Context: an optimization exercise on an open-source flow, tuned for small area. The choices shown serve that exercise and are no tape-out recipe.
The RTL was checked by simulation tests, not by an equivalence proof against the original design.
The clock port is modelled as an ideal driver, which makes a skipped or thinned clock tree look cheaper than it is; a real chip needs a root buffer or a tree.

==> flow/design.v <==
module servo_frame_core (
    input  wire       clk,
    input  wire       rst,
    input  wire       tick,
    input  wire       btn_n,
    input  wire       cmd_valid,
    input  wire       cmd_we,
    input  wire [3:0] cmd_addr,
    input  wire [7:0] cmd_wdata,
    output reg  [7:0] cmd_rdata,
    output reg        cmd_ok,
    output wire [4:0] servo,
    output wire [2:0] phase,
    output wire       win_open,
    output wire [2:0] mode,
    output wire [2:0] tent,
    output wire       sel,
    output wire       cal,
    output wire [3:0] ev
);
    localparam [9:0] TERM      = 10'd600;   
    localparam [9:0] L_OVH     = 10'd184;   
    localparam [9:0] L_IDLE_C  = 10'd115;   
    reg [7:0] p0, p1, p2, p3, p4;    
    reg [3:0] q;                     
    reg [9:0] c;                     
    reg [2:0] js;                    
    reg [1:0] mode_q;                
    reg [1:0] tent_q;                
    reg [4:0] hold_q;                
    reg       sel_q, cal_q;          
    reg       lat_q;                 
    reg       evf_q;                 
    wire idle = q[3];
    wire ovh  = (q == 4'd0);
    assign phase    = {q[2] | idle, q[1] | idle, q[0] & ~idle};
    assign win_open = ovh & ~sel_q & ~cal_q;
    assign mode     = {1'b0, mode_q};
    assign tent     = {1'b0, tent_q};
    assign sel      = sel_q;
    assign cal      = cal_q;
    wire hnz   = |hold_q;
    wire rel_q = ~lat_q;
    wire btn_q = lat_q | hnz;
    wire [3:0] ev_q = {4{evf_q}} & {~lat_q & ~sel_q, ~lat_q & sel_q, lat_q & ~sel_q, lat_q & sel_q};
    assign ev       = ev_q;
    assign servo[0] = (q == 4'd1);
    assign servo[1] = (q == 4'd2);
    assign servo[2] = (q == 4'd3);
    assign servo[3] = (q == 4'd4);
    assign servo[4] = (q == 4'd5);
    wire cmd   = cmd_valid & ~rst;
    wire wr    = cmd & cmd_we;
    wire wr_ok = wr & win_open & (cmd_addr <= 4'h4);
    wire caldone = wr & (cmd_addr == 4'hB) & cmd_wdata[0];
    always @(*) begin
        cmd_rdata = 8'h00;
        cmd_ok    = 1'b0;
        if (cmd) begin
            if (!cmd_we) begin
                cmd_ok = (cmd_addr <= 4'hA);
                case (cmd_addr)
                    4'h0: cmd_rdata = p0;
                    4'h1: cmd_rdata = p1;
                    4'h2: cmd_rdata = p2;
                    4'h3: cmd_rdata = p3;
                    4'h4: cmd_rdata = p4;
                    4'h5: cmd_rdata = {6'b0, mode_q};
                    4'h6: cmd_rdata = {6'b0, tent_q};
                    4'h7: cmd_rdata = {3'b0, win_open, rel_q, btn_q, cal_q, sel_q};
                    4'h8: cmd_rdata = {3'b0, hold_q};
                    4'h9: cmd_rdata = {4'b0, ev_q};
                    4'hA: cmd_rdata = {5'b0, phase};
                    default: cmd_rdata = 8'h00;
                endcase
            end else begin
                cmd_ok = (cmd_addr <= 4'h4) ? win_open : (cmd_addr == 4'hB);
            end
        end
    end
    wire uend  = tick & js[2] & ~js[1];
    wire term  = c[9] & c[6] & c[4] & c[3];
    wire pend  = uend & term;                
    wire last  = q[2] & q[0];                
    wire bnd   = pend & idle & last;         
    wire pr     = ~btn_n;
    wire h19    = hold_q[4] & hold_q[1] & hold_q[0];
    wire e_inc  = pr & rel_q & ~h19;
    wire e_ent  = pr & rel_q & h19 & ~sel_q;
    wire e_com  = pr & rel_q & h19 & sel_q;
    wire e_taps = ~pr & sel_q & hnz;
    wire e_tapn = ~pr & ~sel_q & hnz;
    wire [1:0] tent_inc = (tent_q == 2'd2) ? 2'd0 : tent_q + 2'd1;
    wire [1:0] rtent = e_taps ? tent_inc : tent_q;
    wire rnd = bnd & (e_ent | e_com | e_taps);           
    wire set_any = bnd & (e_ent | e_taps);
    wire we0 = wr_ok & (cmd_addr[2:0] == 3'd0);
    wire we1 = wr_ok & (cmd_addr[2:0] == 3'd1);
    wire we2 = wr_ok & (cmd_addr[2:0] == 3'd2);
    wire we3 = wr_ok & (cmd_addr[2:0] == 3'd3);
    wire we4 = wr_ok & (cmd_addr[2:0] == 3'd4);
    wire kp  = ~rst & ~rnd;
    wire [7:0] pn0 = (p0 & {8{kp & ~we0}}) | (cmd_wdata & {8{we0}}) | {8{set_any & (rtent == 2'd0)}};
    wire [7:0] pn1 = (p1 & {8{kp & ~we1}}) | (cmd_wdata & {8{we1}}) | {8{set_any & (rtent == 2'd1)}};
    wire [7:0] pn2 = (p2 & {8{kp & ~we2}}) | (cmd_wdata & {8{we2}}) | {8{set_any & (rtent == 2'd2)}};
    wire [7:0] pn3 = (p3 & {8{kp & ~we3}}) | (cmd_wdata & {8{we3}});
    wire [7:0] pn4 = (p4 & {8{kp & ~we4}}) | (cmd_wdata & {8{we4}});
    reg [7:0] psel;
    always @(*) begin
        case (q[2:0])
            3'd0: psel = pn0;
            3'd1: psel = p1;
            3'd2: psel = p2;
            3'd3: psel = p3;
            default: psel = p4;
        endcase
    end
    reg [9:0] c_ld;
    always @(*) begin
        if (last)
            c_ld = idle ? L_OVH : L_IDLE_C;
        else if (idle)
            c_ld = {1'b0, q[2:0] != 3'd0, ~psel};
        else
            c_ld = {2'b01, psel};
    end
    wire [3:0] q_nx = last ? {~idle, 3'd0} : q + 4'd1;
    wire [9:0] tgl;
    assign tgl[0] = uend;
    genvar gi;
    generate
        for (gi = 1; gi < 10; gi = gi + 1) begin : g_tgl
            assign tgl[gi] = tgl[gi-1] & c[gi-1];
        end
    endgenerate
    always @(posedge clk) begin
        if (rst) begin
            q  <= 4'd0;
            c  <= L_OVH;
            js <= 3'b011;
        end else if (tick) begin
            if (pend)
                q <= q_nx;
            c <= c ^ (pend ? (c_ld ^ TERM) : tgl);
            if (pend && last)
                js <= 3'b011;
            else
                js <= {js[1:0], ~js[2]};
        end
    end
    always @(posedge clk) begin
        p0 <= pn0;
        p1 <= pn1;
        p2 <= pn2;
        p3 <= pn3;
        p4 <= pn4;
    end
    always @(posedge clk) begin
        if (rst) begin
            mode_q <= 2'd0;
            tent_q <= 2'd0;
            hold_q <= 5'd0;
            sel_q  <= 1'b0;
            cal_q  <= 1'b0;
            lat_q  <= 1'b0;
            evf_q  <= 1'b0;
        end else begin
            if (caldone)
                cal_q <= 1'b0;
            if (bnd) begin
                evf_q  <= e_ent | e_com | e_taps | e_tapn;
                hold_q <= e_inc ? hold_q + 5'd1 : 5'd0;
                if (~pr)
                    lat_q <= 1'b0;
                else if (e_ent | e_com)
                    lat_q <= 1'b1;
                if (e_ent)
                    sel_q <= 1'b1;
                if (e_com) begin
                    sel_q  <= 1'b0;
                    mode_q <= tent_q;
                    cal_q  <= (tent_q == 2'd0);
                end
                if (e_taps)
                    tent_q <= tent_inc;
            end
        end
    end
endmodule
export LEC_CHECK = 0
export CAP_MARGIN = 10
export CORE_MARGIN = 2
export CORE_UTILIZATION = 78
export GPL_TIMING_DRIVEN = 0
export PLACE_DENSITY = 0.9
export SLEW_MARGIN = 10
create_clock -name core_clock -period 12.0 [get_ports {clk}]
standard.sh (not shown) runs the stock make flow with config.mk's settings and CLKGATE_MAP_FILE= SYNTH_SCRIPT=/design/flow/synth_recipe.tcl, a recipe that flattens the netlist after the stock synthesis.
==> flow/flow/run.sh <==
#!/bin/bash
# Own layout flow: the standard ORFS flow (standard.sh) with
#  - synthesis through flow/synth.tcl (area-oriented ABC script),
#  - port buffers made from the smallest buffer cell,
#  - a small clock tree of its own in place of TritonCTS (flow/pre_cts.tcl).
# Each make run's full output goes to a log file in the work folder; ORFS
# keeps each tool's own log under orfs/logs/.
set -euo pipefail
here=$(pwd)
export OWN_FLOW_DIR=$here/flow
export FLOW_SYNTH_TCL=$here/synth_recipe.tcl
export BUFFER_PORTS_ARGS="-buffer_cell sky130_fd_sc_hd__buf_1"
export PRE_CTS_TCL=$here/flow/pre_cts.tcl
export OWN_CTS_GROUPS=6
export OWN_CTS_BUF=sky130_fd_sc_hd__clkbuf_8
export OWN_CTS_ROOT=sky130_fd_sc_hd__clkbuf_2
sed "s#SYNTH_SCRIPT=[^ ]*#SYNTH_SCRIPT=$here/flow/synth.tcl#" standard.sh > standard_own.sh
grep -q "SYNTH_SCRIPT=$here/flow/synth.tcl" standard_own.sh
bash ./standard_own.sh > flow_make.log 2>&1
==> flow/flow/abc_area.script <==
strash
&get -n
&st
&dc2
&dch -f
&nf -R 200 -E 20
&st
&dc2
&dch -f
&nf -R 200 -E 20
&put
==> flow/flow/clock_buffers.tcl <==
# A small clock tree for this small design, used in place of TritonCTS's
# H-tree: the registers are split into OWN_CTS_GROUPS groups of nearby
# registers (recursive bisection along the longer side), each group's clock
# pins are driven by one OWN_CTS_BUF buffer placed at the group's centre, and
# the group buffers are driven by one OWN_CTS_ROOT buffer placed at their
# centre, which the clock port drives.

proc own_cts_split {sinks k} {
  if {$k <= 1} { return [list $sinks] }
  set xs {}; set ys {}
  foreach s $sinks { lappend xs [lindex $s 1]; lappend ys [lindex $s 2] }
  set xs [lsort -integer $xs]; set ys [lsort -integer $ys]
  set dx [expr {[lindex $xs end] - [lindex $xs 0]}]
  set dy [expr {[lindex $ys end] - [lindex $ys 0]}]
  set idx [expr {$dx >= $dy ? 1 : 2}]
  set sorted [lsort -integer -index $idx $sinks]
  set k1 [expr {$k / 2}]
  set n1 [expr {[llength $sorted] * $k1 / $k}]
  return [concat [own_cts_split [lrange $sorted 0 [expr {$n1 - 1}]] $k1] \
                 [own_cts_split [lrange $sorted $n1 end] [expr {$k - $k1}]]]
}

proc own_cts_centre {points} {
  set sx 0; set sy 0
  foreach p $points { set sx [expr {$sx + [lindex $p 1]}]; set sy [expr {$sy + [lindex $p 2]}] }
  return [list [expr {$sx / [llength $points]}] [expr {$sy / [llength $points]}]]
}

proc own_clock_tree {} {
  set k $::env(OWN_CTS_GROUPS)
  set db [ord::get_db]
  set block [ord::get_db_block]
  set leaf [$db findMaster $::env(OWN_CTS_BUF)]
  set root [$db findMaster $::env(OWN_CTS_ROOT)]
  set clk [$block findNet clk]
  set sinks {}
  foreach it [$clk getITerms] {
    set bb [[$it getInst] getBBox]
    lappend sinks [list $it [expr {([$bb xMin] + [$bb xMax]) / 2}] [expr {([$bb yMin] + [$bb yMax]) / 2}]]
  }
  set trunk [odb::dbNet_create $block "clknet_own_root"]
  $trunk setSigType CLOCK
  set centres {}
  set g 0
  foreach grp [own_cts_split $sinks $k] {
    lassign [own_cts_centre $grp] cx cy
    lappend centres [list {} $cx $cy]
    set buf [odb::dbInst_create $block $leaf "clkbuf_own_$g"]
    set net [odb::dbNet_create $block "clknet_own_$g"]
    $net setSigType CLOCK
    foreach s $grp {
      set it [lindex $s 0]
      $it disconnect
      $it connect $net
    }
    [$buf findITerm A] connect $trunk
    [$buf findITerm X] connect $net
    $buf setLocation $cx $cy
    $buf setPlacementStatus PLACED
    incr g
  }
  lassign [own_cts_centre $centres] cx cy
  set rbuf [odb::dbInst_create $block $root "clkbuf_own_root"]
  [$rbuf findITerm A] connect $clk
  [$rbuf findITerm X] connect $trunk
  $rbuf setLocation $cx $cy
  $rbuf setPlacementStatus PLACED
  $clk setSigType CLOCK
}
Other scripts of this flow, unchanged in this note and not shown: flow/flow/pre_cts.tcl, flow/flow/synth.tcl
The baseline ended with an error in global placement (3_3_place_gp).
Rerun with:
--- a/flow/flow/run.sh
+++ b/flow/flow/run.sh
@@ -13,3 +13,3 @@
 export PRE_CTS_TCL=$here/flow/pre_cts.tcl
-export OWN_CTS_GROUPS=6
+export OWN_CTS_GROUPS=5
 export OWN_CTS_BUF=sky130_fd_sc_hd__clkbuf_8
==> flow/flow/abc_area.script (replaced) <==
strash
&get -n
&st
&dc2
&dc2
&dch -f
&nf -R 200 -E 20
&st
&dc2
&dc2
&dch -f
&nf -R 200 -E 20
&put
--- a/flow/config.mk
+++ b/flow/config.mk
@@ -9,5 +9,5 @@
 export CORE_MARGIN = 2
-export CORE_UTILIZATION = 78
+export CORE_UTILIZATION = 72
 export GPL_TIMING_DRIVEN = 0
-export PLACE_DENSITY = 0.9
+export PLACE_DENSITY = 0.85
 export SLEW_MARGIN = 10
Now the flow completed with no timing, DRC or antenna violations. Synthesized area came out lower by 0.48%. Synthesized cell count came out lower by 1.0%.
Rerun with:
--- a/flow/flow/run.sh
+++ b/flow/flow/run.sh
@@ -13,3 +13,3 @@
 export PRE_CTS_TCL=$here/flow/pre_cts.tcl
-export OWN_CTS_GROUPS=5
+export OWN_CTS_GROUPS=6
 export OWN_CTS_BUF=sky130_fd_sc_hd__clkbuf_8
==> flow/flow/abc_area.script (replaced) <==
strash
&get -n
&st
&dc2
&dch -f
&nf -R 200 -E 20
&st
&dc2
&dch -f
&nf -R 200 -E 20
&put
--- a/flow/config.mk
+++ b/flow/config.mk
@@ -7,7 +7,9 @@
 export LEC_CHECK = 0
-export CAP_MARGIN = 10
+export CAP_MARGIN = 0
+export CELL_PAD_IN_SITES_DETAIL_PLACEMENT = 0
+export CELL_PAD_IN_SITES_GLOBAL_PLACEMENT = 0
 export CORE_MARGIN = 2
-export CORE_UTILIZATION = 72
+export CORE_UTILIZATION = 82
 export GPL_TIMING_DRIVEN = 0
-export PLACE_DENSITY = 0.85
-export SLEW_MARGIN = 10
+export PLACE_DENSITY = 0.92
+export SLEW_MARGIN = 0
=> The new run died in global placement (3_3_place_gp); synthesized area climbs by 0.48%; synthesized cell count climbs by 1.0%.
Rerun with:
==> flow/flow/abc_area.script (replaced) <==
strash
&get -n
&st
&dc2
&dch -f
&nf -R 200
&st
&dc2
&dch -f
&nf -R 200
&put
--- a/flow/config.mk
+++ b/flow/config.mk
@@ -8,8 +8,6 @@
 export CAP_MARGIN = 0
-export CELL_PAD_IN_SITES_DETAIL_PLACEMENT = 0
-export CELL_PAD_IN_SITES_GLOBAL_PLACEMENT = 0
 export CORE_MARGIN = 2
-export CORE_UTILIZATION = 82
+export CORE_UTILIZATION = 85
 export GPL_TIMING_DRIVEN = 0
-export PLACE_DENSITY = 0.92
+export PLACE_DENSITY = 0.95
 export SLEW_MARGIN = 0
With this change the flow died in global placement without I/O (3_1_place_gp_skip_io).
Synthesized cell count went up by 5.1%.
Synthesized area went up by 0.70%.
The clock cells of the second run of this note come from the design's own scripts or RTL, not from TritonCTS.

---

Starts from the design.v that is shown in full above.
export LEC_CHECK = 0
export CAP_MARGIN = 10
export CORE_MARGIN = 2
export CORE_UTILIZATION = 55
export GPL_TIMING_DRIVEN = 0
export PLACE_DENSITY = 0.7
export SLEW_MARGIN = 10
create_clock -name core_clock -period 12.0 [get_ports {clk}]
==> flow/flow/run.sh <==
#!/bin/bash
# Own layout flow: the standard ORFS flow (standard.sh) with
#  - synthesis through flow/synth.tcl (area-oriented ABC script),
#  - port buffers made from the smallest buffer cell,
#  - a small clock tree of its own in place of TritonCTS (flow/pre_cts.tcl).
# Each make run's full output goes to a log file in the work folder; ORFS
# keeps each tool's own log under orfs/logs/.
set -euo pipefail
here=$(pwd)
export OWN_FLOW_DIR=$here/flow
export FLOW_SYNTH_TCL=$here/synth_recipe.tcl
export BUFFER_PORTS_ARGS="-buffer_cell sky130_fd_sc_hd__buf_1"
export PRE_CTS_TCL=$here/flow/pre_cts.tcl
export OWN_CTS_GROUPS=5
export OWN_CTS_BUF=sky130_fd_sc_hd__clkbuf_8
export OWN_CTS_ROOT=sky130_fd_sc_hd__clkbuf_2
sed "s#SYNTH_SCRIPT=[^ ]*#SYNTH_SCRIPT=$here/flow/synth.tcl#" standard.sh > standard_own.sh
grep -q "SYNTH_SCRIPT=$here/flow/synth.tcl" standard_own.sh
bash ./standard_own.sh > flow_make.log 2>&1
==> flow/flow/abc_area.script <==
strash
&get -n
&st
&dc2
&dc2
&dch -f
&nf -R 200 -E 20
&st
&dc2
&dc2
&dch -f
&nf -R 200 -E 20
&put
==> flow/flow/pre_cts.tcl <==
# Run before cts.tcl's clock_tree_synthesis call: replace that call with the
# small clock tree of clock_buffers.tcl.
source [file join $::env(OWN_FLOW_DIR) clock_buffers.tcl]
rename clock_tree_synthesis triton_clock_tree_synthesis
proc clock_tree_synthesis {args} {
  own_clock_tree
  set_propagated_clock [all_clocks]
}
==> flow/flow/synth.tcl <==
# Synthesis for this flow: the standard synthesis script, with the
# combinational mapping done by an area-oriented ABC script, without the
# full/half-adder extraction, and with the smallest buffer for the buffers
# that synthesis puts on constant outputs. Registers are made exactly as in the standard
# synthesis (the changes only touch the steps after flip-flop mapping).
proc extract_fa {args} {}
proc insbuf {args} { yosys insbuf -buf sky130_fd_sc_hd__buf_1 A X }
proc abc {args} {
  set i [lsearch -exact $args -script]
  if {$i >= 0} {
    lset args [expr {$i + 1}] [file join $::env(OWN_FLOW_DIR) abc_area.script]
  }
  set j [lsearch -exact $args -D]
  if {$j >= 0} {
    set args [lreplace $args $j [expr {$j + 1}]]
  }
  set k [lsearch -exact $args -constr]
  if {$k >= 0} {
    set args [lreplace $args $k [expr {$k + 1}]]
  }
  yosys abc {*}$args
}
source $::env(FLOW_SYNTH_TCL)
Scripts as last shown in full above: flow/flow/clock_buffers.tcl
The first run completed with no timing, DRC or antenna violations.
Next try:
==> flow/flow/abc_area.script (replaced) <==
strash
&get -n
&deepsyn -J 100 -T 150 -S 1
&st
&dc2
&dc2
&dch -f
&nf -R 200 -E 20
&put
What happened: Critical path depth falls by 3; worst hold slack gets better by 0.033 ns; sequential share of layout area rises by 0.83 points; wire length barely changes; cell area decreases by a few percent; via count goes down slightly; maximum frequency increases by a few percent; worst setup slack improves by 0.18 ns; final cell count came out lower by a few percent.
In every run of this note, the design's own scripts or RTL, not TritonCTS, make the clock network.

static timing again, ports no longer ideal:
Ports are ideal in the flow. The routed layouts listed here were re-timed in OpenROAD. Step 1 assumes that a clkbuf_16 drives the clock port and a buf_2 every other input. Step 2, shift: input delay + t, output delay - t, t = (earliest + latest rising clock arrival at the registers) / 2. This alone moves slack from input paths to output paths. a / b / c = ideal ports / drivers / drivers and shift; a / b = the first two.
| run | shift t [ns] | setup WS [ns] | clock arrival spread, ns | cell pins on the clock port's net |
|---|---|---|---|---|
| the second run of note 1 | 0.534 | 4.816 / 4.792 / 4.792 | 0.018 / 0.019 | 1 |
| the first run of note 2 | 0.527 | 4.890 / 4.869 / 4.869 | 0.014 / 0.014 | 1 |
| the second run of note 2 | 0.508 | 5.067 / 5.038 / 5.038 | 0.010 / 0.009 | 1 |
After both steps setup and hold are still met in every run listed. For the second run of note 2, which loses most, drivers alone change the setup slack by -0.029 ns; drivers and shift together by -0.029 ns.
